This design comes from an exercise in tuning for small area, a short achievable clock period and few clock cycles per item on the open sky130 flow, not from production work.
Function was checked by simulation only, so behaviour that the tests miss may differ from the original.

[design/flow/config.mk]
export PLATFORM = sky130hd
export DESIGN_NAME = lwm_core
export DESIGN_NICKNAME = lwm_core
export VERILOG_FILES = /design/flow/design.v
export SDC_FILE = /design/flow/constraint.sdc
export NUM_CORES = 8
export LEC_CHECK = 0
export ABC_AREA = 1
export CAP_MARGIN = 20
export CORE_MARGIN = 2
export CORE_UTILIZATION = 35
export GPL_ROUTABILITY_DRIVEN = 1
export PLACE_DENSITY = 0.5
export SLEW_MARGIN = 20
[design/flow/constraint.sdc]
create_clock -name core_clock -period 17.0 [get_ports {clk}]
set_input_delay 3.4000 -clock core_clock [delete_from_list [all_inputs] [get_ports {clk}]]
set_output_delay 3.4000 -clock core_clock [all_outputs]
set_load 0.01 [all_outputs]
[design/flow/standard.sh]
#!/bin/bash
# synth_recipe.tcl (not shown) runs the flow's synth.tcl, then flattens the netlist and writes it again
# the make line also repeats each setting of config.mk as NAME=value (left out here)
make -C /OpenROAD-flow-scripts/flow DESIGN_CONFIG=/design/flow/config.mk WORK_HOME=/design/flow/orfs CLKGATE_MAP_FILE= SYNTH_SCRIPT=/design/flow/synth_recipe.tcl "${@:-finish}"
[design/flow/flow/run.sh]
#!/bin/bash
set -euo pipefail
bash standard.sh SETUP_SLACK_MARGIN=9 finish > flow_standard.log 2>&1
[design/flow/design.v]
module lwm_sin_rom (
    input  wire [7:0]  idx,
    output reg  [15:0] val
);
    always @(*) begin
        case (idx)
            8'd0: val = 16'h0000;
            8'd1: val = 16'h00C9;
            8'd2: val = 16'h0192;
            8'd3: val = 16'h025B;
            8'd4: val = 16'h0324;
            8'd5: val = 16'h03ED;
            8'd6: val = 16'h04B6;
            8'd7: val = 16'h057F;
            8'd8: val = 16'h0648;
            8'd9: val = 16'h0711;
            8'd10: val = 16'h07D9;
            8'd11: val = 16'h08A2;
            8'd12: val = 16'h096A;
            8'd13: val = 16'h0A33;
            8'd14: val = 16'h0AFB;
            8'd15: val = 16'h0BC4;
            8'd16: val = 16'h0C8C;
            8'd17: val = 16'h0D54;
            8'd18: val = 16'h0E1C;
            8'd19: val = 16'h0EE3;
            8'd20: val = 16'h0FAB;
            8'd21: val = 16'h1072;
            8'd22: val = 16'h113A;
            8'd23: val = 16'h1201;
            8'd24: val = 16'h12C8;
            8'd25: val = 16'h138F;
            8'd26: val = 16'h1455;
            8'd27: val = 16'h151C;
            8'd28: val = 16'h15E2;
            8'd29: val = 16'h16A8;
            8'd30: val = 16'h176E;
            8'd31: val = 16'h1833;
            8'd32: val = 16'h18F9;
            8'd33: val = 16'h19BE;
            8'd34: val = 16'h1A82;
            8'd35: val = 16'h1B47;
            8'd36: val = 16'h1C0B;
            8'd37: val = 16'h1CCF;
            8'd38: val = 16'h1D93;
            8'd39: val = 16'h1E57;
            8'd40: val = 16'h1F1A;
            8'd41: val = 16'h1FDD;
            8'd42: val = 16'h209F;
            8'd43: val = 16'h2161;
            8'd44: val = 16'h2223;
            8'd45: val = 16'h22E5;
            8'd46: val = 16'h23A6;
            8'd47: val = 16'h2467;
            8'd48: val = 16'h2528;
            8'd49: val = 16'h25E8;
            8'd50: val = 16'h26A8;
            8'd51: val = 16'h2767;
            8'd52: val = 16'h2826;
            8'd53: val = 16'h28E5;
            8'd54: val = 16'h29A3;
            8'd55: val = 16'h2A61;
            8'd56: val = 16'h2B1F;
            8'd57: val = 16'h2BDC;
            8'd58: val = 16'h2C99;
            8'd59: val = 16'h2D55;
            8'd60: val = 16'h2E11;
            8'd61: val = 16'h2ECC;
            8'd62: val = 16'h2F87;
            8'd63: val = 16'h3041;
            8'd64: val = 16'h30FB;
            8'd65: val = 16'h31B5;
            8'd66: val = 16'h326E;
            8'd67: val = 16'h3326;
            8'd68: val = 16'h33DF;
            8'd69: val = 16'h3496;
            8'd70: val = 16'h354D;
            8'd71: val = 16'h3604;
            8'd72: val = 16'h36BA;
            8'd73: val = 16'h376F;
            8'd74: val = 16'h3824;
            8'd75: val = 16'h38D9;
            8'd76: val = 16'h398C;
            8'd77: val = 16'h3A40;
            8'd78: val = 16'h3AF2;
            8'd79: val = 16'h3BA5;
            8'd80: val = 16'h3C56;
            8'd81: val = 16'h3D07;
            8'd82: val = 16'h3DB8;
            8'd83: val = 16'h3E68;
            8'd84: val = 16'h3F17;
            8'd85: val = 16'h3FC5;
            8'd86: val = 16'h4073;
            8'd87: val = 16'h4121;
            8'd88: val = 16'h41CE;
            8'd89: val = 16'h427A;
            8'd90: val = 16'h4325;
            8'd91: val = 16'h43D0;
            8'd92: val = 16'h447A;
            8'd93: val = 16'h4524;
            8'd94: val = 16'h45CD;
            8'd95: val = 16'h4675;
            8'd96: val = 16'h471C;
            8'd97: val = 16'h47C3;
            8'd98: val = 16'h4869;
            8'd99: val = 16'h490F;
            8'd100: val = 16'h49B4;
            8'd101: val = 16'h4A58;
            8'd102: val = 16'h4AFB;
            8'd103: val = 16'h4B9D;
            8'd104: val = 16'h4C3F;
            8'd105: val = 16'h4CE0;
            8'd106: val = 16'h4D81;
            8'd107: val = 16'h4E20;
            8'd108: val = 16'h4EBF;
            8'd109: val = 16'h4F5D;
            8'd110: val = 16'h4FFB;
            8'd111: val = 16'h5097;
            8'd112: val = 16'h5133;
            8'd113: val = 16'h51CE;
            8'd114: val = 16'h5268;
            8'd115: val = 16'h5302;
            8'd116: val = 16'h539B;
            8'd117: val = 16'h5432;
            8'd118: val = 16'h54C9;
            8'd119: val = 16'h5560;
            8'd120: val = 16'h55F5;
            8'd121: val = 16'h568A;
            8'd122: val = 16'h571D;
            8'd123: val = 16'h57B0;
            8'd124: val = 16'h5842;
            8'd125: val = 16'h58D3;
            8'd126: val = 16'h5964;
            8'd127: val = 16'h59F3;
            8'd128: val = 16'h5A82;
            8'd129: val = 16'h5B0F;
            8'd130: val = 16'h5B9C;
            8'd131: val = 16'h5C28;
            8'd132: val = 16'h5CB3;
            8'd133: val = 16'h5D3E;
            8'd134: val = 16'h5DC7;
            8'd135: val = 16'h5E4F;
            8'd136: val = 16'h5ED7;
            8'd137: val = 16'h5F5D;
            8'd138: val = 16'h5FE3;
            8'd139: val = 16'h6068;
            8'd140: val = 16'h60EB;
            8'd141: val = 16'h616E;
            8'd142: val = 16'h61F0;
            8'd143: val = 16'h6271;
            8'd144: val = 16'h62F1;
            8'd145: val = 16'h6370;
            8'd146: val = 16'h63EE;
            8'd147: val = 16'h646C;
            8'd148: val = 16'h64E8;
            8'd149: val = 16'h6563;
            8'd150: val = 16'h65DD;
            8'd151: val = 16'h6656;
            8'd152: val = 16'h66CF;
            8'd153: val = 16'h6746;
            8'd154: val = 16'h67BC;
            8'd155: val = 16'h6832;
            8'd156: val = 16'h68A6;
            8'd157: val = 16'h6919;
            8'd158: val = 16'h698B;
            8'd159: val = 16'h69FD;
            8'd160: val = 16'h6A6D;
            8'd161: val = 16'h6ADC;
            8'd162: val = 16'h6B4A;
            8'd163: val = 16'h6BB7;
            8'd164: val = 16'h6C23;
            8'd165: val = 16'h6C8E;
            8'd166: val = 16'h6CF8;
            8'd167: val = 16'h6D61;
            8'd168: val = 16'h6DC9;
            8'd169: val = 16'h6E30;
            8'd170: val = 16'h6E96;
            8'd171: val = 16'h6EFB;
            8'd172: val = 16'h6F5E;
            8'd173: val = 16'h6FC1;
            8'd174: val = 16'h7022;
            8'd175: val = 16'h7083;
            8'd176: val = 16'h70E2;
            8'd177: val = 16'h7140;
            8'd178: val = 16'h719D;
            8'd179: val = 16'h71F9;
            8'd180: val = 16'h7254;
            8'd181: val = 16'h72AE;
            8'd182: val = 16'h7307;
            8'd183: val = 16'h735E;
            8'd184: val = 16'h73B5;
            8'd185: val = 16'h740A;
            8'd186: val = 16'h745F;
            8'd187: val = 16'h74B2;
            8'd188: val = 16'h7504;
            8'd189: val = 16'h7555;
            8'd190: val = 16'h75A5;
            8'd191: val = 16'h75F3;
            8'd192: val = 16'h7641;
            8'd193: val = 16'h768D;
            8'd194: val = 16'h76D8;
            8'd195: val = 16'h7722;
            8'd196: val = 16'h776B;
            8'd197: val = 16'h77B3;
            8'd198: val = 16'h77FA;
            8'd199: val = 16'h783F;
            8'd200: val = 16'h7884;
            8'd201: val = 16'h78C7;
            8'd202: val = 16'h7909;
            8'd203: val = 16'h794A;
            8'd204: val = 16'h7989;
            8'd205: val = 16'h79C8;
            8'd206: val = 16'h7A05;
            8'd207: val = 16'h7A41;
            8'd208: val = 16'h7A7C;
            8'd209: val = 16'h7AB6;
            8'd210: val = 16'h7AEE;
            8'd211: val = 16'h7B26;
            8'd212: val = 16'h7B5C;
            8'd213: val = 16'h7B91;
            8'd214: val = 16'h7BC5;
            8'd215: val = 16'h7BF8;
            8'd216: val = 16'h7C29;
            8'd217: val = 16'h7C59;
            8'd218: val = 16'h7C88;
            8'd219: val = 16'h7CB6;
            8'd220: val = 16'h7CE3;
            8'd221: val = 16'h7D0E;
            8'd222: val = 16'h7D39;
            8'd223: val = 16'h7D62;
            8'd224: val = 16'h7D89;
            8'd225: val = 16'h7DB0;
            8'd226: val = 16'h7DD5;
            8'd227: val = 16'h7DFA;
            8'd228: val = 16'h7E1D;
            8'd229: val = 16'h7E3E;
            8'd230: val = 16'h7E5F;
            8'd231: val = 16'h7E7E;
            8'd232: val = 16'h7E9C;
            8'd233: val = 16'h7EB9;
            8'd234: val = 16'h7ED5;
            8'd235: val = 16'h7EEF;
            8'd236: val = 16'h7F09;
            8'd237: val = 16'h7F21;
            8'd238: val = 16'h7F37;
            8'd239: val = 16'h7F4D;
            8'd240: val = 16'h7F61;
            8'd241: val = 16'h7F74;
            8'd242: val = 16'h7F86;
            8'd243: val = 16'h7F97;
            8'd244: val = 16'h7FA6;
            8'd245: val = 16'h7FB4;
            8'd246: val = 16'h7FC1;
            8'd247: val = 16'h7FCD;
            8'd248: val = 16'h7FD8;
            8'd249: val = 16'h7FE1;
            8'd250: val = 16'h7FE9;
            8'd251: val = 16'h7FF0;
            8'd252: val = 16'h7FF5;
            8'd253: val = 16'h7FF9;
            8'd254: val = 16'h7FFD;
            8'd255: val = 16'h7FFE;
            default: val = 16'h0000;
        endcase
    end
endmodule
module lwm_mac18 (
    input  wire [17:0] a,
    input  wire [17:0] b,
    input  wire [35:0] c,
    output wire [35:0] p
);
    wire [18:0] bx = {b, 1'b0};
    reg  [35:0] r [0:11];
    reg  [35:0] cst, negs;
    reg   [2:0] t;
    reg  [18:0] pp;
    integer i;
    always @(*) begin
        cst  = 36'd0;
        negs = 36'd0;
        for (i = 0; i < 9; i = i + 1) begin
            t = bx[2*i +: 3];
            case (t)
                3'b000, 3'b111: pp = 19'd0;
                3'b001, 3'b010: pp = {a[17], a};
                3'b011:         pp = {a, 1'b0};
                3'b100:         pp = ~{a, 1'b0};
                default:        pp = ~{a[17], a};
            endcase
            r[i] = {17'd0, ~pp[18], pp[17:0]} << (2*i);
            negs[2*i] = t[2] & ~(t[1] & t[0]);
            cst = cst - (36'd1 << (18 + 2*i));
        end
        r[9]  = cst;
        r[10] = negs;
        r[11] = c;
    end
    function [71:0] csa;
        input [35:0] x, y, z;
        csa = {((x & y) | (x & z) | (y & z)) << 1, x ^ y ^ z};
    endfunction
    wire [71:0] l1a = csa(r[0], r[1], r[2]);
    wire [71:0] l1b = csa(r[3], r[4], r[5]);
    wire [71:0] l1c = csa(r[6], r[7], r[8]);
    wire [71:0] l1d = csa(r[9], r[10], r[11]);
    wire [71:0] l2a = csa(l1a[35:0], l1a[71:36], l1b[35:0]);
    wire [71:0] l2b = csa(l1b[71:36], l1c[35:0], l1c[71:36]);
    wire [71:0] l3a = csa(l2a[35:0], l2a[71:36], l2b[35:0]);
    wire [71:0] l3b = csa(l2b[71:36], l1d[35:0], l1d[71:36]);
    wire [71:0] l4  = csa(l3a[35:0], l3a[71:36], l3b[35:0]);
    wire [71:0] l5  = csa(l4[35:0], l4[71:36], l3b[71:36]);
    wire [36:0] s;
    addbk #(36) fin (.a(l5[35:0]), .b(l5[71:36]), .ci(1'b0), .s(s));
    assign p = s[35:0];
endmodule
module addbk #(parameter N = 32) (input [N-1:0] a, input [N-1:0] b, input ci, output [N:0] s);
    function integer lg2c;             
        input integer v;
        integer t;
        begin
            lg2c = 0;
            for (t = 1; t < v; t = t * 2) lg2c = lg2c + 1;
        end
    endfunction
    localparam integer LG = lg2c(N + 1);
    wire [N:0] g0 = {a & b, ci};
    wire [N:0] p0 = {a ^ b, 1'b0};
    wire [N:0] G [0:2*LG];
    wire [N:0] P [0:2*LG];
    assign G[0] = g0;
    assign P[0] = p0;
    genvar l, i;
    generate
        for (l = 0; l < LG; l = l + 1) begin : up
            for (i = 0; i <= N; i = i + 1) begin : n
                if ((i % (2 << l)) == ((2 << l) - 1) && i >= (1 << l)) begin : op
                    assign G[l+1][i] = G[l][i] | (P[l][i] & G[l][i - (1 << l)]);
                    assign P[l+1][i] = P[l][i] & P[l][i - (1 << l)];
                end else begin : pass
                    assign G[l+1][i] = G[l][i];
                    assign P[l+1][i] = P[l][i];
                end
            end
        end
        for (l = 0; l < LG; l = l + 1) begin : dn
            for (i = 0; i <= N; i = i + 1) begin : n
                if (i >= (3 << (LG-1-l)) - 1 && ((i + 1) % (2 << (LG-1-l))) == (1 << (LG-1-l))) begin : op
                    assign G[LG+l+1][i] = G[LG+l][i] | (P[LG+l][i] & G[LG+l][i - (1 << (LG-1-l))]);
                    assign P[LG+l+1][i] = P[LG+l][i] & P[LG+l][i - (1 << (LG-1-l))];
                end else begin : pass
                    assign G[LG+l+1][i] = G[LG+l][i];
                    assign P[LG+l+1][i] = P[LG+l][i];
                end
            end
        end
    endgenerate
    assign s = {G[2*LG][N], p0[N:1] ^ G[2*LG][N-1:0]};
endmodule
module lwm_core (
    input  wire        clk,
    input  wire        rst,           
    input  wire        bus_valid,
    input  wire        bus_write,
    input  wire [5:0]  bus_addr,      
    input  wire [1:0]  bus_size,      
    input  wire [31:0] bus_wdata,
    output reg         bus_ready,
    output reg         bus_err,
    output reg  [31:0] bus_rdata
);
    localparam integer K  = 4;             
    localparam integer WW = 35 + K;        
    localparam [31:0] ID_VALUE = 32'h4C574D01;
    localparam [7:0] OP_TOFIX = 8'h01, OP_FROMFIX = 8'h02, OP_QCONV = 8'h03,
                     OP_QADD = 8'h08, OP_QSUB = 8'h09, OP_QMUL = 8'h0A,
                     OP_QDIV = 8'h0B, OP_QADDI = 8'h0C, OP_QSUBI = 8'h0D,
                     OP_QMULI = 8'h0E, OP_QDIVI = 8'h0F, OP_GADD = 8'h10,
                     OP_GSUB = 8'h11, OP_GMUL = 8'h12, OP_GDIV = 8'h13,
                     OP_ISQRT = 8'h18, OP_FSQRT = 8'h19, OP_TRIG = 8'h20,
                     OP_CLARKE = 8'h21, OP_PARK = 8'h22, OP_REVPARK = 8'h23;
    localparam [4:0] S_IDLE = 5'd0,  S_SH  = 5'd1,  S_SH2 = 5'd2,  S_G2  = 5'd3,
                     S_G3   = 5'd4,  S_DIV = 5'd5,  S_DFIN = 5'd6, S_SQ1 = 5'd7,
                     S_SQP  = 5'd8,  S_ND  = 5'd9,  S_M0  = 5'd10, S_M1  = 5'd11,
                     S_M2   = 5'd12, S_M3  = 5'd13, S_M4  = 5'd14, S_MQ  = 5'd15,
                     S_TRC  = 5'd16, S_TRS = 5'd17, S_PKC = 5'd18, S_PK1 = 5'd19,
                     S_PK2  = 5'd20, S_PK3 = 5'd21, S_PK4 = 5'd22, S_PK5 = 5'd23,
                     S_CK0  = 5'd24, S_CK1 = 5'd25, S_CK2 = 5'd26, S_SQX = 5'd27, S_G4 = 5'd28, S_SA = 5'd29;
    localparam signed [17:0] KSQ3 = 18'sd18918;
    function [5:0] clz32;               
        input [31:0] v;
        reg z16, z8, z4, z2, z1;
        reg [15:0] v16;
        reg [7:0]  v8;
        reg [3:0]  v4;
        reg [1:0]  v2;
        begin
            z16 = (v[31:16] == 16'd0);  v16 = z16 ? v[15:0]  : v[31:16];
            z8  = (v16[15:8] == 8'd0);  v8  = z8  ? v16[7:0] : v16[15:8];
            z4  = (v8[7:4] == 4'd0);    v4  = z4  ? v8[3:0]  : v8[7:4];
            z2  = (v4[3:2] == 2'd0);    v2  = z2  ? v4[1:0]  : v4[3:2];
            z1  = !v2[1];
            clz32 = (v == 32'd0) ? 6'd32 : {1'b0, z16, z8, z4, z2, z1};
        end
    endfunction
    function [31:0] sat15;
        input [31:0] v;
        reg [16:0] y;
        begin
            y = v[31:15];
            if (!y[16] && y[15])
                sat15 = 32'sd32767;
            else if (y[16] && (!y[15] || y[14:0] == 15'd0))
                sat15 = -32'sd32767;
            else
                sat15 = {{16{y[15]}}, y[15:0]};
        end
    endfunction
    function [31:0] ohf;
        input [4:0] v;
        begin
            ohf = 32'd1 << v;
        end
    endfunction
    function op_known;
        input [7:0] o;
        begin
            case (o)
                OP_TOFIX, OP_FROMFIX, OP_QCONV, OP_QADD, OP_QSUB, OP_QMUL,
                OP_QDIV, OP_QADDI, OP_QSUBI, OP_QMULI, OP_QDIVI, OP_GADD,
                OP_GSUB, OP_GMUL, OP_GDIV, OP_ISQRT, OP_FSQRT, OP_TRIG,
                OP_CLARKE, OP_PARK, OP_REVPARK: op_known = 1'b1;
                default:                        op_known = 1'b0;
            endcase
        end
    endfunction
    function [1:0] fpad;               
        input [6:0] l;
        begin
            fpad = 2'd0 - l[1:0];
        end
    endfunction
    function [K-1:0] fmask;
        input [1:0] f;
        begin
            fmask = ~({K{1'b1}} >> f);
        end
    endfunction
    function [WW-1:0] winit;
        input [31:0] x;
        input [1:0] f;
        begin
            winit = {{(WW-32-K+1){1'b0}}, x, {(K-1){1'b0}}} >> f;
        end
    endfunction
    reg        fault;
    reg  [1:0] cz;                        
    reg [31:0] cmd, opa, opb, opc, res0, res1;
    reg  [4:0] st;
    reg [31:0] oh;                        
    reg        ang_c;                     
    reg [31:0]   treg;                    
    reg [31:0]   xr;                      
    reg [WW-1:0] ws;                      
    reg [WW-1:0] wc;                      
    reg [31:0]   qp, qn;                  
    reg [31:0]   Dn;                      
    reg [17:0]   creg;                    
    reg  [6:0]   Lrem;                    
    reg [K-1:0]  fm;                      
    reg          first;                   
    reg  [5:0]   xclz;                    
    reg          neg;                     
    reg  [2:0]   iter;                    
    reg          flg;                     
    reg          ckv;                     
    wire       acc_ok = (bus_size == 2'd2) && (bus_addr[1:0] == 2'b00);
    wire [3:0] ra     = bus_addr[5:2];
    wire       wr     = bus_valid && acc_ok && bus_write;
    wire       cmd_wr = wr && (ra == 4'd2);
    wire [7:0] w_op = bus_wdata[7:0];
    wire [4:0] w_qa = bus_wdata[12:8];
    wire       w_legal = op_known(w_op) && (bus_wdata[15:13] == 3'b0) &&
                         (bus_wdata[23:21] == 3'b0) && (bus_wdata[31:29] == 3'b0);
    wire [7:0] c_op = cmd[7:0];
    wire [4:0] c_qa = cmd[12:8];
    wire [4:0] c_qb = cmd[20:16];
    wire [4:0] c_qr = cmd[28:24];
    wire idle = oh[S_IDLE];
    wire [31:0] sq_x = xr;                                    
    wire [31:0] ab_a0 = idle ? opa : treg;
    wire [31:0] ab_a  = ab_a0[31] ? -ab_a0 : ab_a0;
    wire [31:0] ab_b0 = idle ? opb : Dn;
    wire [31:0] ab_b  = ab_b0[31] ? -ab_b0 : ab_b0;
    wire [31:0] nvs = ({32{oh[S_ND] | oh[S_G4]}} & (oh[S_ND] ? Dn : treg)) |
                      ({32{oh[S_SQX]}} & xr) |
                      ({32{oh[S_SQ1]}} & res0);                 
    wire [5:0]  nclz  = clz32(nvs);
    wire [31:0] nv    = nvs;
    wire [5:0]  fclz  = nclz;
    reg  [31:0] f_hi, f_lo;
    reg  [31:0] fv;                       
    reg  signed [6:0] fe;                 
    reg         fprod;                    
    always @(*) begin
        fv    = opa;
        fe    = 7'sd0;
        fprod = 1'b0;
        case (st)
            S_ND, S_G4, S_SQX, S_SQ1: begin fv = nv; fe = -$signed({1'b0, fclz}); end
            S_SH: begin
                case (c_op)
                    OP_TOFIX, OP_FSQRT: begin fv = opa; fe = -$signed({2'b0, c_qa}); end
                    OP_QADDI, OP_QSUBI: begin fv = opb; fe = -$signed({2'b0, c_qa}); end
                    OP_FROMFIX:         begin fv = opa; fe =  $signed({2'b0, c_qa}); end
                    default:            begin fv = opa; fe = $signed({2'b0, c_qa}) - $signed({2'b0, c_qr}); end
                endcase
            end
            S_SH2, S_G2: begin fv = opb; fe = $signed({2'b0, c_qb}) - $signed({2'b0, c_qr}); end
            default: begin   
                fprod = 1'b1;
                if (c_op == OP_GMUL)
                    fe = $signed({2'b0, c_qa}) + $signed({2'b0, c_qb}) - $signed({2'b0, c_qr});
                else
                    fe = $signed({2'b0, c_qa});
            end
        endcase
        if (fprod) begin
            if (fe < 0)       begin f_hi = res0;             f_lo = 32'd0;    end
            else if (fe < 32) begin f_hi = ws[31:0];         f_lo = res0;     end
            else              begin f_hi = {32{ws[31]}};     f_lo = ws[31:0]; end
        end else begin
            if (fe < 0)       begin f_hi = fv;               f_lo = 32'd0;    end
            else              begin f_hi = {32{fv[31]}};     f_lo = fv;       end
        end
    end
    wire [63:0] f_cat  = {f_hi, f_lo};
    wire [63:0] f_shr  = f_cat >> fe[4:0];
    wire [31:0] fs_out = f_shr[31:0];
    wire        as_g   = (c_op == OP_GADD) || (c_op == OP_GSUB);
    wire [31:0] as_x   = (!idle && as_g) ? treg : opa;
    wire [31:0] as_y   = idle ? opb : as_g ? Dn : treg;
    wire        as_sub = idle ? bus_wdata[0] : c_op[0];    
    wire [32:0] as_sum;
    addbk #(32) u_as (.a(as_x), .b(as_sub ? ~as_y : as_y), .ci(as_sub), .s(as_sum));
    wire [31:0] as_out = as_sum[31:0];
    wire [WW:0]  w_sum;
    addbk #(WW) u_wsum (.a(ws), .b(wc), .ci(1'b0), .s(w_sum));
    wire         w_neg = w_sum[WW-1];
    wire         rsq   = oh[S_SQP];
    wire [31:0]  rs_a = rsq ? res0 : (first ? 32'd0 : (neg ? qn : qp));
    wire [31:0]  rs_b = first ? 32'd0 : (rsq ? qp : (neg ? ~qp : ~qn));
    wire [31:0]  rs_c = first ? 32'd0 : (rsq ? ~qn : {31'd0, neg & w_neg});
    wire         rci = !first && ((!rsq && neg) || !w_neg);
    wire [31:0]  rs_s = rs_a ^ rs_b ^ rs_c;
    wire [31:0]  rs_k = {((rs_a[30:0] & rs_b[30:0]) | (rs_a[30:0] & rs_c[30:0]) | (rs_b[30:0] & rs_c[30:0])), 1'b0};
    wire [32:0]  r_sum;
    addbk #(32) u_res (.a(rs_s), .b(rs_k), .ci(rci), .s(r_sum));
    wire [31:0]  r_out = r_sum[31:0];
    wire [31:0]  sq_n  = {1'b0, r_out[31:1]};                
    function [33:0] sq_first;        
        input [31:0] x;
        reg        ng, big, stp;
        reg [18:0] q;
        reg [19:0] sm;
        begin
            ng  = x[31] || (x == 32'd0);
            big = x > 32'd2097152;
            q   = big ? x[31:13] : x[25:7];
            sm  = {1'b0, q} + (big ? 20'd8192 : 20'd128);
            stp = big ? (x[31:14] == 18'd4096) : (x[31:8] == 24'd64);
            sq_first = {1'b0, ng || stp,
                        ng ? 32'd0 : stp ? (big ? 32'd8192 : 32'd128) : {13'd0, sm[19:1]}};
        end
    endfunction
    wire [33:0] s1i = sq_first(opa);
    wire [33:0] s1f = sq_first(xr);
    reg  rom_c, rom_sin, rom_flip;
    always @(*) begin
        rom_c    = ang_c;
        rom_sin  = 1'b0;
        rom_flip = 1'b0;
        case (st)
            S_TRC: begin rom_c = 1'b0; end
            S_TRS: begin rom_c = 1'b0; rom_sin = 1'b1; end
            S_PKC, S_PK3: begin rom_c = 1'b1; end
            S_PK1: begin rom_c = 1'b1; rom_sin = 1'b1; rom_flip = (c_op == OP_PARK); end
            S_PK2: begin rom_c = 1'b1; rom_sin = 1'b1; rom_flip = (c_op != OP_PARK); end
            default: ;
        endcase
    end
    wire [15:0] ang    = rom_c ? opc[15:0] : opa[15:0];
    wire  [1:0] qsel   = {~ang[15], ang[14]};
    wire        use_i  = qsel[0] ^ rom_sin;
    wire  [7:0] r_idx  = use_i ? ang[13:6] : ~ang[13:6];
    wire        r_neg  = (rom_sin ? ~qsel[1] : ~(qsel[1] ^ qsel[0])) ^ rom_flip;
    wire [15:0] r_t;
    lwm_sin_rom rom (.idx(r_idx), .val(r_t));
    wire [15:0] rom_v  = r_neg ? -r_t : r_t;
    wire m_idle = oh[S_IDLE];
    wire s_alz  = m_idle | oh[S_M0] | oh[S_M2];                      
    wire s_als  = oh[S_PK1] | oh[S_PK3];                             
    wire s_ah   = oh[S_M1] | oh[S_M3];                               
    wire s_b16  = oh[S_PK2] | oh[S_PK4];                             
    wire s_k    = oh[S_CK1];
    wire s_g    = oh[S_SQ1];
    wire t_bl   = m_idle | oh[S_M0] | oh[S_M1];                      
    wire t_bh   = oh[S_M2] | oh[S_M3];                               
    wire t_c    = oh[S_PK1] | oh[S_PK2] | oh[S_PK3] | oh[S_PK4] | oh[S_CK1];
    wire u_sh   = oh[S_M1] | oh[S_M3];                               
    wire u_acc  = oh[S_M2] | oh[S_PK2] | oh[S_PK4];                  
    wire [17:0] ma = ({18{s_alz}} & {2'b00, opa[15:0]}) |
                     ({18{s_als}} & {{2{opa[15]}}, opa[15:0]}) |
                     ({18{s_ah}}  & {{2{opa[31]}}, opa[31:16]}) |
                     ({18{s_b16}} & {{2{opb[15]}}, opb[15:0]}) |
                     ({18{s_k}}   & KSQ3) |
                     ({18{s_g}}   & {1'b0, res0[16:0]});
    wire [17:0] mb = ({18{t_bl}}  & {2'b00, opb[15:0]}) |
                     ({18{t_bh}}  & {{2{opb[31]}}, opb[31:16]}) |
                     ({18{t_c}}   & creg) |
                     ({18{s_g}}   & {1'b0, res0[16:0]});
    wire [35:0] madd = ({36{u_sh}}  & {{16{ws[35]}}, ws[35:16]}) |
                       ({36{u_acc}} & ws[35:0]) |
                       ({36{s_g}}   & ~{4'd0, sq_x});              
    wire [35:0] mp;
    lwm_mac18 u_mac (.a(ma), .b(mb), .c(madd), .p(mp));
    wire [31:0] pk_res = (c_op == OP_PARK) ? sat15(wc[31:0])
                                           : {{16{wc[30]}}, wc[30:15]};
    wire [17:0] ck = -({{2{opa[15]}}, opa[15:0]} + {opb[15], opb[15:0], 1'b0});
    reg [WW-1:0] dv_s, dv_c, dv_a;
    reg [WW-1:0] dv_ys, dv_yc;
    reg  [3:0]   dv_e;
    reg [K-1:0]  dv_qp, dv_qn;
    integer      k;
    always @(*) begin
        dv_s = ws;
        dv_c = first ? {WW{1'b0}} : wc;
        for (k = K - 1; k >= 0; k = k - 1) begin
            dv_ys = {dv_s[WW-2:0], 1'b0};
            dv_yc = {dv_c[WW-2:0], 1'b0};
            dv_e  = dv_ys[WW-1:WW-4] + dv_yc[WW-1:WW-4];
            dv_qp[k] = !dv_e[3] && !fm[k];                     
            dv_qn[k] = dv_e[3] && (dv_e != 4'hF) && !fm[k];    
            if (dv_qp[k])      dv_a = ~{{(WW-32-K){1'b0}}, Dn, {K{1'b0}}};
            else if (dv_qn[k]) dv_a =  {{(WW-32-K){1'b0}}, Dn, {K{1'b0}}};
            else               dv_a = {WW{1'b0}};
            dv_s = dv_ys ^ dv_yc ^ dv_a;
            dv_c = {((dv_ys & dv_yc) | (dv_ys & dv_a) | (dv_yc & dv_a)), 1'b0};
            dv_c[0] = dv_qp[k];
        end
    end
    wire [WW:0] ck_sum;
    addbk #(WW) u_ck (.a(wc), .b({{(WW-19){1'b0}}, res0[17:0], 1'b0}), .ci(1'b0), .s(ck_sum));
    wire        sq_stop = first && ckv && (c_op[4:3] == 2'b11) && wc[WW-1] && !ck_sum[WW-1];
    wire signed [7:0] L_set = $signed({2'b0, nclz}) - $signed({2'b0, xclz}) + 8'sd1 +
                              ((!oh[S_ND]) ? 8'sd0 :
                               (c_op == OP_QDIV) ? $signed({3'b0, c_qa}) :
                               (c_op == OP_GDIV) ? $signed({3'b0, c_qr}) : 8'sd0);
    wire [1:0]  f_set = fpad(L_set[6:0]);
    reg w_zw;
    always @(*) begin
        if (!w_legal) w_zw = 1'b1;
        else case (w_op)
            OP_QADD, OP_QSUB, OP_CLARKE: w_zw = 1'b1;
            OP_TRIG:            w_zw = !ang_c;
            OP_QDIV, OP_QDIVI:  w_zw = (opb == 32'd0);
            OP_ISQRT:           w_zw = s1i[32];
            default:            w_zw = 1'b0;
        endcase
    end
    always @(*) begin
        case (ra)
            4'd0:    bus_rdata = ID_VALUE;
            4'd1:    bus_rdata = {24'd0, 2'b00, cz, 3'd0, fault};
            4'd2:    bus_rdata = cmd;
            4'd4:    bus_rdata = opa;
            4'd5:    bus_rdata = opb;
            4'd6:    bus_rdata = opc;
            4'd8:    bus_rdata = res0;
            4'd9:    bus_rdata = res1;
            default: bus_rdata = 32'd0;
        endcase
        bus_err = !acc_ok;
    end
    wire sh_fin = (c_op == OP_TOFIX) || (c_op == OP_FROMFIX) || (c_op == OP_QCONV);
    wire finish = (oh[S_SH] & sh_fin) | oh[S_SA] | oh[S_M4] | oh[S_MQ] | oh[S_DFIN] |
                  oh[S_TRC] | oh[S_PK3] | (oh[S_G3] & flg) | (oh[S_SQX] & s1f[32]) |
                  (oh[S_DIV] & sq_stop) | (oh[S_SQP] & (iter == 3'd6));
    wire b1 = oh[S_TRS] | oh[S_PK4] | oh[S_PK5] | oh[S_CK0] | oh[S_CK1] | oh[S_CK2];
    always @(*) begin
        if (idle)    bus_ready = !(bus_write && acc_ok && ra == 4'd2) || w_zw;
        else if (b1) bus_ready = !acc_ok || (!bus_write && ra != 4'd9);
        else         bus_ready = finish;
    end
    wire div_setup = oh[S_ND] || oh[S_SQ1];
    always @(posedge clk) begin
        if (idle) begin
            creg  <= ang_c ? {{2{rom_v[15]}}, rom_v} : ck;
            treg  <= ab_a;                                     
            xr    <= opa;                                      
            Dn    <= ab_b;                                     
            iter  <= 3'd2;
            neg   <= opa[31] ^ opb[31];
            flg   <= 1'b0;
        end
        if (div_setup) begin
            Dn    <= fs_out;
            ws    <= winit(treg, f_set);
            wc    <= {{(WW-36){mp[35]}}, mp};              
            fm    <= fmask(f_set);
            Lrem  <= L_set[6:0] + {5'd0, f_set};
            first <= 1'b1;
        end else if (idle)
            ws    <= {{(WW-36){mp[35]}}, mp};
        case (st)
            S_SH: begin
                treg <= fs_out;
                xr   <= fs_out;                                
            end
            S_SH2: Dn <= fs_out;                               
            S_G2: begin
                Dn  <= fs_out;                                 
                flg <= (fs_out == 32'd0);
            end
            S_G3: begin
                treg <= ab_a;
                Dn   <= ab_b;
            end
            S_G4, S_SQX: begin
                treg <= fs_out;                                
                xclz <= nclz;
            end
            S_SQ1: ckv <= (res0[31:17] == 15'd0);
            default: ;
        endcase
        case (st)
            S_G3: neg <= treg[31] ^ Dn[31];
            S_SQP: iter <= iter + 3'd1;
            S_DIV: begin
                ws    <= dv_s;
                wc    <= dv_c;
                qp    <= {(first ? {(32-K){1'b0}} : qp[31-K:0]), dv_qp};
                qn    <= {(first ? {(32-K){1'b0}} : qn[31-K:0]), dv_qn};
                first <= 1'b0;
                fm    <= {K{1'b0}};
                Lrem  <= Lrem - K;
            end
            S_M0, S_M1, S_M2, S_M3, S_PK1, S_PK3: ws <= {{(WW-36){mp[35]}}, mp};
            S_PK2, S_PK4, S_CK1: wc <= {{(WW-36){mp[35]}}, mp};
            default: ;
        endcase
        case (st)
            S_CK0: creg <= ck;
            S_TRC, S_PKC, S_PK1, S_PK2, S_PK3: creg <= {{2{rom_v[15]}}, rom_v};
            default: ;
        endcase
        if (rst) begin
            fault <= 1'b0;
            cz    <= 2'd0;
            cmd   <= 32'd0;
            opa   <= 32'd0;
            opb   <= 32'd0;
            opc   <= 32'd0;
            res0  <= 32'd0;
            res1  <= 32'd0;
            begin st <= S_IDLE; oh <= ohf(S_IDLE); end
            ang_c <= 1'b0;
        end else begin
            case (st)
                S_IDLE: begin
                    if (wr) begin
                        case (ra)
                            4'd1: if (bus_wdata[0]) begin
                                fault <= 1'b0;
                                cz    <= 2'd0;
                            end
                            4'd4: begin opa <= bus_wdata; ang_c <= 1'b0; end
                            4'd5: opb <= bus_wdata;
                            4'd6: begin opc <= bus_wdata; ang_c <= 1'b1; end
                            default: ;
                        endcase
                    end
                    if (cmd_wr) begin
                        cmd <= bus_wdata;
                        if (!w_legal) begin
                            if (!fault) begin fault <= 1'b1; cz <= 2'd1; end
                        end else begin
                            case (w_op)
                                OP_QADD, OP_QSUB: res0 <= as_out;
                                OP_TOFIX, OP_FROMFIX, OP_QCONV, OP_QADDI, OP_QSUBI,
                                OP_GADD, OP_GSUB, OP_GDIV, OP_FSQRT: begin st <= S_SH; oh <= ohf(S_SH); end
                                OP_QMUL, OP_QMULI, OP_GMUL: begin st <= S_M1; oh <= ohf(S_M1); end
                                OP_QDIV, OP_QDIVI: begin
                                    if (opb == 32'd0) begin
                                        if (!fault) begin fault <= 1'b1; cz <= 2'd2; end
                                    end else
                                        begin st <= S_G4; oh <= ohf(S_G4); end
                                end
                                OP_ISQRT: begin
                                    res0 <= s1i[31:0];
                                    if (!s1i[32]) begin st <= S_SQX; oh <= ohf(S_SQX); end
                                end
                                OP_TRIG: begin
                                    if (!ang_c) begin
                                        res0 <= {{16{rom_v[15]}}, rom_v};
                                        begin st <= S_TRS; oh <= ohf(S_TRS); end
                                    end else
                                        begin st <= S_TRC; oh <= ohf(S_TRC); end
                                end
                                OP_CLARKE: begin
                                    res0 <= {{16{opa[15]}}, opa[15:0]};
                                    begin st <= ang_c ? S_CK0 : S_CK1; oh <= ohf(ang_c ? S_CK0 : S_CK1); end
                                end
                                default: begin st <= ang_c ? S_PK1 : S_PKC; oh <= ohf(ang_c ? S_PK1 : S_PKC); end    
                            endcase
                        end
                    end
                end
                S_SH: begin
                    case (c_op)
                        OP_QADDI, OP_QSUBI: begin st <= S_SA; oh <= ohf(S_SA); end
                        OP_GADD, OP_GSUB:   begin st <= S_SH2; oh <= ohf(S_SH2); end
                        OP_GDIV:            begin st <= S_G2; oh <= ohf(S_G2); end
                        OP_FSQRT:           begin st <= S_SQX; oh <= ohf(S_SQX); end
                        default:            begin res0 <= fs_out; begin st <= S_IDLE; oh <= ohf(S_IDLE); end end
                    endcase
                end
                S_SH2: begin st <= S_SA; oh <= ohf(S_SA); end
                S_SA:  begin res0 <= as_out; begin st <= S_IDLE; oh <= ohf(S_IDLE); end end
                S_G2:  begin st <= S_G3; oh <= ohf(S_G3); end
                S_G3: begin
                    if (flg) begin
                        if (!fault) begin fault <= 1'b1; cz <= 2'd2; end
                        begin st <= S_IDLE; oh <= ohf(S_IDLE); end
                    end else
                        begin st <= S_G4; oh <= ohf(S_G4); end
                end
                S_G4:  begin st <= S_ND; oh <= ohf(S_ND); end
                S_ND:  begin st <= (treg == 32'd0 || L_set <= 0) ? S_DFIN : S_DIV; oh <= ohf((treg == 32'd0 || L_set <= 0) ? S_DFIN : S_DIV); end
                S_SQX: begin
                    res0 <= s1f[31:0];                         
                    begin st <= s1f[32] ? S_IDLE : S_SQ1; oh <= ohf(s1f[32] ? S_IDLE : S_SQ1); end
                end
                S_DIV: begin
                    if (sq_stop)                  begin st <= S_IDLE; oh <= ohf(S_IDLE); end    
                    else if (Lrem <= K)  begin st <= (c_op[4:3] == 2'b11) ? S_SQP : S_DFIN; oh <= ohf((c_op[4:3] == 2'b11) ? S_SQP : S_DFIN); end
                end
                S_DFIN: begin res0 <= r_out; begin st <= S_IDLE; oh <= ohf(S_IDLE); end end
                S_SQ1: begin st <= (L_set <= 0) ? S_SQP : S_DIV; oh <= ohf((L_set <= 0) ? S_SQP : S_DIV); end
                S_SQP: begin
                    res0 <= sq_n;
                    begin st <= (iter == 3'd6) ? S_IDLE : S_SQ1; oh <= ohf((iter == 3'd6) ? S_IDLE : S_SQ1); end
                end
                S_M0: begin st <= S_M1; oh <= ohf(S_M1); end
                S_M1: begin res0[15:0] <= ws[15:0]; begin st <= S_M2; oh <= ohf(S_M2); end end
                S_M2: begin st <= (c_op == OP_QMULI) ? S_MQ : S_M3; oh <= ohf((c_op == OP_QMULI) ? S_MQ : S_M3); end
                S_MQ: begin res0[31:16] <= ws[15:0]; begin st <= S_IDLE; oh <= ohf(S_IDLE); end end
                S_M3: begin res0[31:16] <= ws[15:0]; begin st <= S_M4; oh <= ohf(S_M4); end end
                S_M4: begin res0 <= fs_out; begin st <= S_IDLE; oh <= ohf(S_IDLE); end end
                S_TRC: begin res0 <= {{16{rom_v[15]}}, rom_v}; begin st <= S_TRS; oh <= ohf(S_TRS); end end
                S_TRS: begin res1 <= {{16{rom_v[15]}}, rom_v}; begin st <= S_IDLE; oh <= ohf(S_IDLE); end end
                S_PKC: begin st <= S_PK1; oh <= ohf(S_PK1); end
                S_PK1: begin st <= S_PK2; oh <= ohf(S_PK2); end
                S_PK2: begin st <= S_PK3; oh <= ohf(S_PK3); end
                S_PK3: begin res0 <= pk_res; begin st <= S_PK4; oh <= ohf(S_PK4); end end
                S_PK4: begin st <= S_PK5; oh <= ohf(S_PK5); end
                S_PK5: begin res1 <= pk_res; begin st <= S_IDLE; oh <= ohf(S_IDLE); end end
                S_CK0: begin st <= S_CK1; oh <= ohf(S_CK1); end
                S_CK1: begin st <= S_CK2; oh <= ohf(S_CK2); end
                S_CK2: begin res1 <= sat15(wc[31:0]); begin st <= S_IDLE; oh <= ohf(S_IDLE); end end
                default: begin st <= S_IDLE; oh <= ohf(S_IDLE); end
            endcase
        end
    end
endmodule
==> results of run 1 <==
-- worst max path at each step --
| stage | cells past startpoint | to | slack (ns) | start |
|---|---|---|---|---|
| final | 48 | ws[8]$_DFFE_PP_ | 8.27 | wc[34]$_DFFE_PP_ |
| after global routing | 47 | ws[9]$_DFFE_PP_ | 8.00 | first$_SDFFE_PP0N_ |
| after CTS | 43 | ws[34]$_DFFE_PP_ | 8.53 | oh[0]$_SDFFE_PP1P_ |
| after detailed placement | 42 | ws[34]$_DFFE_PP_ | 5.55 | first$_SDFFE_PP0N_ |
| after global placement | 46 | ws[34]$_DFFE_PP_ | 5.55 | oh[21]$_SDFFE_PP0P_ |
| after floorplan | 49 | ws[34]$_DFFE_PP_ | 8.38 | first$_SDFFE_PP0N_ |
-- synth_stat cells, types with 117 or more instances --
library cell / count / area (µm²)
ha_1: 342 / 4280
o21ai_0: 1050 / 5260
clkbuf_1: 441 / 1660
nor2_1: 808 / 3030
inv_1: 1361 / 5110
nand3_1: 718 / 3590
o22ai_1: 186 / 1160
fa_1: 382 / 7650
nand2_1: 2030 / 7620
a21oi_1: 728 / 3640
edfxtp_1: 274 / 8230
xor2_1: 117 / 1020
dfxtp_1: 216 / 4320
-- metal layers --
layer  GRT usage, %  vias to the layer above
li1               -                    34100
met1           59.6                    39800
met2           67.5                     6288
met3           19.6                     1687
met4           37.1                       44
met5          0.529                        -
-- worst register-to-register path: cells and delay by family (launching register included) --
family	cells	cell delay, ns
compound gates	7	0.93
simple gates	14	1.58
xor+xnor	5	0.84
fa+ha+maj	9	3.39
flops	1	0.41
buf+inv	13	1.28
-- layout make-up --
type                    instances  area, µm²  area share (%)
clock buffers                  93       1960            2.44
inverters                    1422       5700            7.07
diodes                         46        115           0.143
repair buffers                801       7290            9.04
repair inverters               17        185           0.230
clock inverters                39        398           0.493
flip-flops and latches        490      12600            15.6
multi-input cells            7423      49300            61.1
well taps                    2480       3100            3.85
-- flip-flops by register name (all words and copies together) (netlist names), 2 cells and up --
name,cells
creg,18
opb,32
ws,39
st,5
xr,32
wc,39
cmd,32
cz,2
opc,32
fm,3
Lrem,6
qn,32
opa,32
xclz,6
res1,16
treg,32
oh,27
Dn,32
iter,3
res0,32
qp,32
-- what timing repair did --
| action | CTS | global route |
|---|---|---|
| buffers inserted | 308 | 127 |
| pin swaps | 175 | 187 |
| resized for setup | 955 | 389 |
| setup endpoints to repair | 250 | 248 |
| cloned | 31 | 2 |
-- cells by family (layout without fill, tap and decap cells) --
logic type / after synthesis / after routing / synth area share [%]
adder cells (fa/ha/maj): 724 / 724 / 18.2
AND/OR/NAND/NOR: 3882 / 3890 / 24.9
buffers and inverters: 1972 / 2372 / 11.7
XOR/XNOR: 183 / 183 / 2.52
other: 1 / 47 / 0.00573
multiplexers: 3 / 3 / 0.0459
flip-flops: 490 / 490 / 19.2
AO/OA/AOI/OAI: 2622 / 2622 / 23.4
-- per-stage QoR --
step | setup WS, ns | area (µm²) | hold slack (ns) | util [%]
global route | 8.00 | 80500 | 0.481 | 43.4
floorplan | 8.38 | 65800 | 0.419 | -
global placement | 5.55 | 69500 | 0.427 | 37.5
finish | 8.27 | 80700 | 0.464 | 43.5
detailed placement | 5.55 | 69600 | 0.428 | 37.5
CTS | 8.53 | 77800 | 0.461 | 41.9
==> impl_metrics.tcl, run 1 <==
set metrics [dict create \
    layout_commonest_cell "nand2_1" \
    ios 78 \
    ys_seq_area_share_pct 19.2 \
    end_kind "flip-flop" \
    crit_buf_inv 13 \
    core_um2 186000 \
    drive_above_1_share_pct 16.8 \
    ys_warn_count 7 \
    synth-seq-cells 490 \
    slowest_delay_ns 0.62 \
    htreeDepth 3 \
    first_global_vias 74500 \
    reg2reg_slack_ns 8.27 \
    routed-wl-met3_um 65100 \
    hp-class "reg2reg" \
    crit_family "adder cells" \
    wl_per_cell_um 37.6 \
    synth_ff_type "edfxtp_1" \
    grt_max_degree 108 \
    place.gp.congestion 1.10 \
    ant_nets 0 \
    vias_per_cell 6.40 \
    min_to "oh[24]$_SDFFE_PP0P_" \
    clockRootBuffer "clkbuf_16" \
    cts_hold_buf 0 \
    grt-ovfl-total 0 \
    worst-slew-pin-transition_ns 1.30 \
    hpwl_um 364000 \
    finalSetupTns_ns 0 \
    fin_skew_ns 0.0531 \
    die_w_um 436 \
    dr_wl_met2_um 191000 \
    clkLatencyLatePin_ns 0.77 \
    slowest_stage "fa_2" \
    antenna_found_initial 65 \
    cts_sinks 490 \
    route.vias.total 82000 \
    hold_violations 0 \
    syn_area_per_cell_um2 6.63 \
    die_y_um 436 \
    synthesis.area_um2 65400 \
    worstPathArrival_ns 9.15 \
    required_ns 17.42 \
    area_growth_pct 23.3 \
    synthCells 9877 \
    worst_r2r_path_depth 48 \
    layout_common_cells "nand2_1, inv_1, o21ai_0, nor2_1, nand3_1" \
    status "complete, no violations" \
    drt_iter0_drc 12500 \
    grt_setup_unrepaired "true" \
    cts_buffers 71 \
    dieArea_um2 190000 \
    path_common_cell "inv_2" \
    crit_type "reg2reg" \
    rr_endpoint "ws[8]$_DFFE_PP_" \
    start_util_pct 35.3 \
    relSlewSlack_pct 13.5 \
    fmax_mhz 115 \
    finalWirelength_um 482000 \
    async_flop_share_pct 0 \
    instances_no_fill 12800 \
    fin_nets 11000 \
    critPathMaxFanout 5 \
    path_clk_slew_ns 0.06 \
    cp-start-kind "flip-flop" \
    holdPathStages 2 \
    hp-start "oh[24]$_SDFFE_PP0P_" \
    slew_violations 0 \
    grt_pass1_wl_um 640000 \
    grt_use_total_pct 48.6 \
    setup_violations 0 \
    clock_path_buffers 3 \
    std_cell_rows 158 \
    wl_met1_um 179000 \
    cap_viol_max_count 0 \
    placedCellCount 12200 \
    synth_edf_count 274 \
    drc_errors 0 \
    r2r_start "wc[34]$_DFFE_PP_" \
    top_layer "met5" \
    dr.pass1.iters 9 \
    io_buffers 77 \
    syn_nets 10600 \
    fin_crit_sh_pct 51.4 \
    yosys.cell_types.count 78 \
    fin_crit_ns 8.73 \
    fillerInstances 19400 \
    cts_tree "built" \
]
Testbench counts, summed over its fixed seeds: cycles 98,880, items 12,000.
==> run 2, diff against run 1 <==
--- a/design/flow/design.v
+++ b/design/flow/design.v
@@ -369,7 +369,7 @@
     output reg         bus_err,
     output reg  [31:0] bus_rdata
 );
-    localparam integer K  = 4;             
+    localparam integer K  = 3;             
     localparam integer WW = 35 + K;        
     localparam [31:0] ID_VALUE = 32'h4C574D01;
     localparam [7:0] OP_TOFIX = 8'h01, OP_FROMFIX = 8'h02, OP_QCONV = 8'h03,
@@ -436,8 +436,14 @@
     endfunction
     function [1:0] fpad;               
         input [6:0] l;
+        reg [3:0] d;
         begin
-            fpad = 2'd0 - l[1:0];
+            d = {2'b0, l[1:0]} + {2'b0, l[3:2]} + {2'b0, l[5:4]} + {3'b0, l[6]};
+            case (d)
+                4'd0, 4'd3, 4'd6, 4'd9:  fpad = 2'd0;
+                4'd1, 4'd4, 4'd7, 4'd10: fpad = 2'd2;
+                default:                 fpad = 2'd1;
+            endcase
         end
     endfunction
     function [K-1:0] fmask;
@@ -604,9 +610,6 @@
     wire s_b16  = oh[S_PK2] | oh[S_PK4];                             
     wire s_k    = oh[S_CK1];
     wire s_g    = oh[S_SQ1];
-    wire t_bl   = m_idle | oh[S_M0] | oh[S_M1];                      
-    wire t_bh   = oh[S_M2] | oh[S_M3];                               
-    wire t_c    = oh[S_PK1] | oh[S_PK2] | oh[S_PK3] | oh[S_PK4] | oh[S_CK1];
     wire u_sh   = oh[S_M1] | oh[S_M3];                               
     wire u_acc  = oh[S_M2] | oh[S_PK2] | oh[S_PK4];                  
     wire [17:0] ma = ({18{s_alz}} & {2'b00, opa[15:0]}) |
@@ -615,10 +618,7 @@
                      ({18{s_b16}} & {{2{opb[15]}}, opb[15:0]}) |
                      ({18{s_k}}   & KSQ3) |
                      ({18{s_g}}   & {1'b0, res0[16:0]});
-    wire [17:0] mb = ({18{t_bl}}  & {2'b00, opb[15:0]}) |
-                     ({18{t_bh}}  & {{2{opb[31]}}, opb[31:16]}) |
-                     ({18{t_c}}   & creg) |
-                     ({18{s_g}}   & {1'b0, res0[16:0]});
+    wire [17:0] mb = creg;                                   
     wire [35:0] madd = ({36{u_sh}}  & {{16{ws[35]}}, ws[35:16]}) |
                        ({36{u_acc}} & ws[35:0]) |
                        ({36{s_g}}   & ~{4'd0, sq_x});              
@@ -668,6 +668,13 @@
             default:            w_zw = 1'b0;
         endcase
     end
+    wire sh_fin = (c_op == OP_TOFIX) || (c_op == OP_FROMFIX) || (c_op == OP_QCONV);
+    wire fwd0 = oh[S_MQ] | oh[S_PK3];
+    wire fwd1 = oh[S_PK5] | oh[S_CK2];
+    wire p1   = oh[S_TRS] | oh[S_PK3] | oh[S_PK4] | oh[S_CK0] | oh[S_CK1];
+    wire b1   = fwd0 | fwd1 | p1;
+    wire [31:0] f0 = oh[S_MQ] ? {ws[15:0], res0[15:0]} : pk_res;
+    wire [31:0] f1 = oh[S_CK2] ? sat15(wc[31:0]) : pk_res;
     always @(*) begin
         case (ra)
             4'd0:    bus_rdata = ID_VALUE;
@@ -676,26 +683,23 @@
             4'd4:    bus_rdata = opa;
             4'd5:    bus_rdata = opb;
             4'd6:    bus_rdata = opc;
-            4'd8:    bus_rdata = res0;
-            4'd9:    bus_rdata = res1;
+            4'd8:    bus_rdata = fwd0 ? f0 : res0;
+            4'd9:    bus_rdata = fwd1 ? f1 : res1;
             default: bus_rdata = 32'd0;
         endcase
         bus_err = !acc_ok;
     end
-    wire sh_fin = (c_op == OP_TOFIX) || (c_op == OP_FROMFIX) || (c_op == OP_QCONV);
-    wire finish = (oh[S_SH] & sh_fin) | oh[S_SA] | oh[S_M4] | oh[S_MQ] | oh[S_DFIN] |
-                  oh[S_TRC] | oh[S_PK3] | (oh[S_G3] & flg) | (oh[S_SQX] & s1f[32]) |
+    wire finish = (oh[S_SH] & sh_fin) | oh[S_SA] | oh[S_M4] | (oh[S_M2] & (c_op == OP_QMULI)) |
+                  oh[S_DFIN] | oh[S_TRC] | oh[S_PK2] | (oh[S_G3] & flg) | (oh[S_SQX] & s1f[32]) |
                   (oh[S_DIV] & sq_stop) | (oh[S_SQP] & (iter == 3'd6));
-    wire b1 = oh[S_TRS] | oh[S_PK4] | oh[S_PK5] | oh[S_CK0] | oh[S_CK1] | oh[S_CK2];
     always @(*) begin
         if (idle)    bus_ready = !(bus_write && acc_ok && ra == 4'd2) || w_zw;
-        else if (b1) bus_ready = !acc_ok || (!bus_write && ra != 4'd9);
+        else if (b1) bus_ready = !acc_ok || (!bus_write && !(ra == 4'd9 && p1));
         else         bus_ready = finish;
     end
     wire div_setup = oh[S_ND] || oh[S_SQ1];
     always @(posedge clk) begin
         if (idle) begin
-            creg  <= ang_c ? {{2{rom_v[15]}}, rom_v} : ck;
             treg  <= ab_a;                                     
             xr    <= opa;                                      
             Dn    <= ab_b;                                     
@@ -749,11 +753,21 @@
             S_PK2, S_PK4, S_CK1: wc <= {{(WW-36){mp[35]}}, mp};
             default: ;
         endcase
-        case (st)
-            S_CK0: creg <= ck;
-            S_TRC, S_PKC, S_PK1, S_PK2, S_PK3: creg <= {{2{rom_v[15]}}, rom_v};
-            default: ;
-        endcase
+        if (oh[S_PKC] | oh[S_PK1] | oh[S_PK2] | oh[S_PK3] |
+            (idle && cmd_wr && w_op[7:1] == 7'h11))              
+            creg <= {{2{rom_v[15]}}, rom_v};
+        else if (idle && cmd_wr && w_op == OP_CLARKE)
+            creg <= ck;
+        else if (oh[S_M1] | oh[S_M2])
+            creg <= {{2{opb[31]}}, opb[31:16]};
+        else if (oh[S_SQX])
+            creg <= {1'b0, s1f[16:0]};
+        else if (oh[S_SQP])
+            creg <= {1'b0, sq_n[16:0]};
+        else if (idle && wr && ra == 4'd5)
+            creg <= {2'b00, bus_wdata[15:0]};
+        else
+            creg <= {2'b00, opb[15:0]};
         if (rst) begin
             fault <= 1'b0;
             cz    <= 2'd0;
@@ -809,7 +823,7 @@
                                 end
                                 OP_CLARKE: begin
                                     res0 <= {{16{opa[15]}}, opa[15:0]};
-                                    begin st <= ang_c ? S_CK0 : S_CK1; oh <= ohf(ang_c ? S_CK0 : S_CK1); end
+                                    begin st <= S_CK1; oh <= ohf(S_CK1); end
                                 end
                                 default: begin st <= ang_c ? S_PK1 : S_PKC; oh <= ohf(ang_c ? S_PK1 : S_PKC); end    
                             endcase
==> design/flow/flow/run.sh (replaced) <==
#!/bin/bash
set -euo pipefail
bash standard.sh SETUP_SLACK_MARGIN=8.5 finish > flow_standard.log 2>&1
==> run 2 against run 1 <==
  * Clock skew up 0.0032 ns
  * Synthesized cell count is 2.0% higher
  * Largest cell class unchanged
  * Sequential share of layout area rose by 0.82 points
==> impl_metrics.tcl, run 2 <==
set metrics [dict create \
    r2r_start "oh[9]$_SDFFE_PP0P_" \
    largestRegisters "wc x38, ws x38" \
    path_common_cell "nand2_1" \
    synth_ff_type "edfxtp_1" \
    fmax_mhz 117 \
    netlist_top_cells_area "edfxtp_1, nand2_1, fa_1" \
    area_growth_pct 15.0 \
    crit_type "reg2reg" \
    cap_viol_max_count 0 \
    synthesis.area_um2 65700 \
    core_um2 186000 \
    place.gp.congestion 1.14 \
    finalWirelength_um 475000 \
    ant_nets 0 \
    cts_tree "built" \
    fin_crit_sh_pct 50.3 \
    required_ns 17.58 \
    worst_r2r_path_depth 35 \
    grt-ovfl-total 0 \
    slowest_delay_ns 0.98 \
    clockRootBuffer "clkbuf_16" \
    worst-slew-pin-transition_ns 1.26 \
    drive_above_1_share_pct 11.2 \
    end_kind "flip-flop" \
    yosysMostFrequentCell "nand2_1" \
    setup_violations 0 \
    finalSetupTns_ns 0 \
    dr.pass1.iters 10 \
    synth_edf_count 255 \
    syn_area_per_cell_um2 6.52 \
    hpwl_um 366000 \
    hp-start "oh[10]$_SDFFE_PP0P_" \
    fillerInstances 20100 \
    route.vias.total 81400 \
    clkLatencyLatePin_ns 0.78 \
    rr_endpoint "flg$_SDFFCE_PN0P_" \
    placedCellCount 12300 \
    synth-seq-cells 489 \
    vias_per_cell 6.40 \
    reg2reg_slack_ns 8.45 \
    relSlewSlack_pct 15.7 \
    synthCells 10100 \
    drt_iter0_drc 13300 \
    holdPathStages 2 \
    fin_crit_ns 8.55 \
    slowest_stage "o21ai_2" \
    drc_errors 0 \
    yosysTopAreaCell "edfxtp_1" \
    antenna_found_initial 70 \
    grt_setup_unrepaired "true" \
    first_global_vias 73400 \
    layout_common_cells "nand2_1, inv_1, o21ai_0, a21oi_1, nor2_1" \
    grt_max_degree 95 \
    std_cell_rows 158 \
    worstPathArrival_ns 9.14 \
    start_util_pct 35.3 \
    path_clk_slew_ns 0.09 \
    ys_seq_area_share_pct 18.8 \
    syn_nets 10800 \
    grt_pass1_wl_um 631000 \
    cts_sinks 489 \
    async_flop_share_pct 0 \
    status "complete, no violations" \
    io_buffers 77 \
    fin_nets 10800 \
    whs_ns 0.458 \
    ys_top_cells_by_count "nand2_1, inv_1, o21ai_0" \
    hold_violations 0 \
    dieArea_um2 191000 \
    wl_per_cell_um 37.4 \
    grt_use_total_pct 47.8 \
    min_to "oh[10]$_SDFFE_PP0P_" \
    cts_buffers 73 \
    fin_skew_ns 0.0563 \
    hp-class "reg2reg" \
    slew_violations 0 \
    yosys.cell_types.count 77 \
    die_y_um 437 \
    clock_path_buffers 3 \
    ios 78 \
    cp-start-kind "flip-flop" \
    die_w_um 437 \
    layout_commonest_cell "nand2_1" \
    htreeDepth 3 \
    critPathMaxFanout 94 \
    synth_top_area_share_pct 11.7 \
    ys_warn_count 7 \
    instances_no_fill 12700 \
]
run 2: changes by cell type after synthesis, moves of 34 or more:
cell,change
o32ai_1,-43
o21ai_0,+116
a21oi_1,+49
inv_1,+49
o21ai_1,+35
nor2_1,-34
o22ai_1,+54
run 2: through the flow:
| stage | instance area, µm² | setup slack [ns] | util [%] |
|---|---|---|---|
| 2_1_floorplan | 65700 | 8.58 | - |
| 3_3_place_gp | 69300 | 5.64 | 37.3 |
| 3_5_place_dp | 69400 | 5.84 | 37.3 |
| 4_1_cts | 73900 | 8.46 | 39.7 |
| 5_1_grt | 75400 | 8.37 | 40.5 |
| 6_report | 75500 | 8.45 | 40.6 |
run 2: timing repair:
item                                    4_1_cts  5_1_grt
pin swaps                                    51       76
resized for setup                           490      282
endpoints found under the setup margin      243      167
hold buffers                                  0        0
gates cloned                                 20        9
setup buffers                               107       51
run 2: worst max-delay path: cells and delay by family, from the launching register on:
family                     cells  cell delay, ns
AOI/OAI and AO/OA              7            2.47
adders and majority gates      1            0.41
buffers and inverters          6            1.86
DFF                            1            0.43
and+or+nand+nor               21            3.11
run 2: worst max-delay path by stage:
stage,startpoint,to,slack [ns],depth (start not counted)
2_1_floorplan,oh[0]$_SDFFE_PP1P_,ws[32]$_DFFE_PP_,8.58,46
3_3_place_gp,oh[27]$_SDFFE_PP0P_,Lrem[6]$_DFFE_PP_,5.64,46
3_5_place_dp,oh[27]$_SDFFE_PP0P_,Lrem[6]$_DFFE_PP_,5.84,46
4_1_cts,oh[9]$_SDFFE_PP0P_,Lrem[6]$_DFFE_PP_,8.46,51
5_1_grt,oh[9]$_SDFFE_PP0P_,Lrem[6]$_DFFE_PP_,8.37,52
6_report,oh[9]$_SDFFE_PP0P_,flg$_SDFFCE_PN0P_,8.45,35
run 2: routing by layer:
metal | wire (µm) | vias to the layer above | GRT usage, %
met1 | 178000 | 39100 | 60.1
met2 | 183000 | 6522 | 64.6
met4 | 45900 | 40 | 36.5
li1 | - | 34200 | -
met5 | 318 | - | 0
met3 | 67700 | 1578 | 19.0
run 2: cells by family (layout without fill, tap and decap cells):
group / count (synthesis) / count (layout) / synth area share, %
AND/OR/NAND/NOR: 3831 / 3839 / 24.7
adder cells (fa/ha/maj): 689 / 689 / 17.1
XOR/XNOR: 182 / 182 / 2.45
buffers and inverters: 2043 / 2131 / 12.2
flip-flops: 489 / 489 / 18.8
other: 0 / 57 / 0
AO/OA/AOI/OAI: 2844 / 2844 / 24.8
run 2: layout make-up:
| class | instances | area [µm²] | share of cell area [%] |
|---|---|---|---|
| Antenna cell | 57 | 143 | 0.189 |
| Clock buffer | 92 | 2000 | 2.65 |
| Sequential cell | 489 | 12400 | 16.4 |
| Timing Repair inverter | 13 | 82.6 | 0.109 |
| Multi-Input combinational cell | 7554 | 47100 | 62.4 |
| Inverter | 1470 | 5800 | 7.68 |
| Tap cell | 2480 | 3100 | 4.11 |
| Clock inverter | 42 | 383 | 0.507 |
| Timing Repair Buffer | 514 | 4460 | 5.91 |
Testbench counts of run 2, summed over its fixed seeds: cycles 98,054, items 12,000.
==> run 3, diff against run 2 <==
==> design/flow/flow/run.sh (replaced) <==
#!/bin/bash
set -euo pipefail
bash standard.sh SETUP_SLACK_MARGIN=9 finish > flow_standard.log 2>&1
==> run 3 against run 2 <==
  * Clock skew is 0.038 ns higher
  * Synthesized cell count stayed put
  * Worst setup slack better by 0.21 ns
  * Cell area is 3.9% higher
  * Largest cell class unchanged
==> impl_metrics.tcl, run 3 <==
set metrics [dict create \
    path_clk_slew_ns 0.06 \
    wl_per_cell_um 36.4 \
    synth_mux_area_share_pct 0 \
    ys_top_cells_by_count "nand2_1, inv_1, o21ai_0" \
    antenna_found_initial 57 \
    synth_fa_ha_area_share_pct 17.1 \
    synth_xor_area_share_pct 2.45 \
    seqCellArea_um2 12400 \
    cap_viol_max_count 0 \
    critPathMaxFanout 5 \
    cts_sinks 489 \
    finalWirelength_um 468000 \
    ys_seq_area_share_pct 18.8 \
    netlist_top_cells_area "edfxtp_1, nand2_1, fa_1" \
    synthesis.area_um2 65700 \
    path_common_cell "nor2_4" \
    cts_tree "built" \
    slowest_delay_ns 0.41 \
    setup_violations 0 \
    grt_pass1_wl_um 625000 \
    layout_common_cells "nand2_1, inv_1, o21ai_0, a21oi_1, nor2_1" \
    dieArea_um2 191000 \
    core_um2 186000 \
    synth_top_family_by_area "compound AO/OA/AOI/OAI gates" \
    syn_nets 10800 \
    ios 78 \
    worstPathArrival_ns 4.95 \
    finalSetupTns_ns 0 \
    start_util_pct 35.3 \
    grt_setup_unrepaired "true" \
    fin_skew_ns 0.0944 \
    crit_type "in2out" \
    ys_warn_count 7 \
    grt_use_total_pct 47.0 \
    die_y_um 437 \
    yosys.cell_types.count 77 \
    synth_ff_type "edfxtp_1" \
    cp-start-kind "primary input" \
    synth_top_area_share_pct 11.7 \
    required_ns 13.60 \
    route.vias.total 81900 \
    drive_above_1_share_pct 14.5 \
    area_growth_pct 19.4 \
    clockRootBuffer "clkbuf_16" \
    grt-ovfl-total 0 \
    cts_hold_buf 0 \
    yosys.area_share.simple_pct 24.7 \
    vias_per_cell 6.37 \
    slew_violations 0 \
    status "complete, no violations" \
    drc_errors 0 \
    synth-seq-cells 489 \
    hpwl_um 355000 \
    clock_path_buffers 3 \
    io_buffers 77 \
    cts_buffers 69 \
    fillerInstances 19800 \
    dr.pass1.iters 14 \
    largestRegisters "wc x38, ws x38" \
    multi_input_area_um2 48300 \
    first_global_vias 73400 \
    std_cell_rows 158 \
    yosysMostFrequentCell "nand2_1" \
    synth_edf_count 255 \
    ant_nets 0 \
]
==> run 3: cell type report <==
type                       count  share of cell area, %
inverter                    1470                   7.46
tap                         2480                   3.96
clock buffer                  78                   2.31
sequential                   489                   15.8
clock inverter                50                  0.672
timing repair inverter        18                  0.152
antenna                       64                  0.204
multi-input combinational   7553                   61.5
timing repair buffer         662                   7.87
==> run 3: cells by family after synthesis <==
family          count (synthesis)
xor+xnor                      182
simple gates                 3831
fa+ha+maj                     689
compound gates               2844
flops                         489
buf+inv                      2043
==> run 3: through the flow <==
step | setup WS, ns | instances | hold slack (ns) | utilization, % | cell area [µm²]
6_report | 8.65 | 12900 | 0.468 | 42.2 | 78400
5_1_grt | 8.60 | 12800 | 0.486 | 42.1 | 78300
4_1_cts | 8.70 | 12700 | 0.464 | 40.5 | 75400
3_5_place_dp | 6.37 | 12300 | 0.455 | 37.3 | 69300
3_3_place_gp | 6.19 | 12300 | 0.451 | 37.2 | 69300
2_1_floorplan | 9.00 | 10100 | 0.431 | - | 65700
==> run 3: routing by layer <==
metal	part of all wire, %	track usage, %	up-vias	wire length, µm
li1	-	-	34500	-
met1	38	59.7	39300	177000
met2	39	64.3	6532	183000
met3	14	16.8	1583	63600
met4	9.5	35.8	22	44600
met5	0.037	0.227	-	175
==> run 3: worst reg2reg max path, delay by kind of cell (launching register included) <==
| kind | cells | cell delay, ns |
|---|---|---|
| fa+ha+maj | 1 | 0.41 |
| compound gates | 4 | 1.22 |
| buf+inv | 7 | 1.54 |
| simple gates | 26 | 4.27 |
| flops | 1 | 0.65 |
==> run 3: final timing paths <==
kind         cells past startpoint  slack (ns)                  end                start
max                             12        8.65         bus_rdata[4]          bus_addr[3]
min                              2        0.47  oh[29]$_SDFFE_PP0P_  oh[29]$_SDFFE_PP0P_
max reg2reg                     38        8.66    flg$_SDFFCE_PN0P_     xr[19]$_DFFE_PP_
min reg2reg                      2        0.47  oh[29]$_SDFFE_PP0P_  oh[29]$_SDFFE_PP0P_
==> run 3: timing repair <==
item | CTS | global route
gates resized for setup | 795 | 455
cloned | 27 | 12
pin swaps | 99 | 131
setup endpoints to repair | 248 | 181
setup buffers | 180 | 130

-- afterwards: timing with drivers on the ports --
The flow's constraints put no driver on any port. The routed layouts listed below were extracted and timed again, unchanged, in two steps. Step 1 assumes that a clkbuf_16 drives the clock port and a buf_2 every other input. Step 2 moves the port delays by t, midway between the first and last clock arrival at a register: inputs arrive t later, outputs are due t later. That takes back most of the time a late clock gives input paths. Slacks: ideal ports / drivers / drivers and shift; pairs: ideal ports / drivers.
run	t (ns)	setup slack, ns	hold WS [ns]	worst data-port slew with drivers (ns)
run 1	0.828	8.270 / 8.270 / 8.066	0.464 / 0.464 / 0.464	0.06
run 2	0.841	8.445 / 8.439 / 7.917	0.458 / 0.458 / 0.458	0.04
run 3	0.839	8.655 / 8.592 / 8.542	0.468 / 0.468 / 0.468	0.06
After both steps setup and hold are still met in every run listed. The setup slack of run 2, which loses most, moves by -0.006 ns with the drivers and by -0.528 ns with both steps.
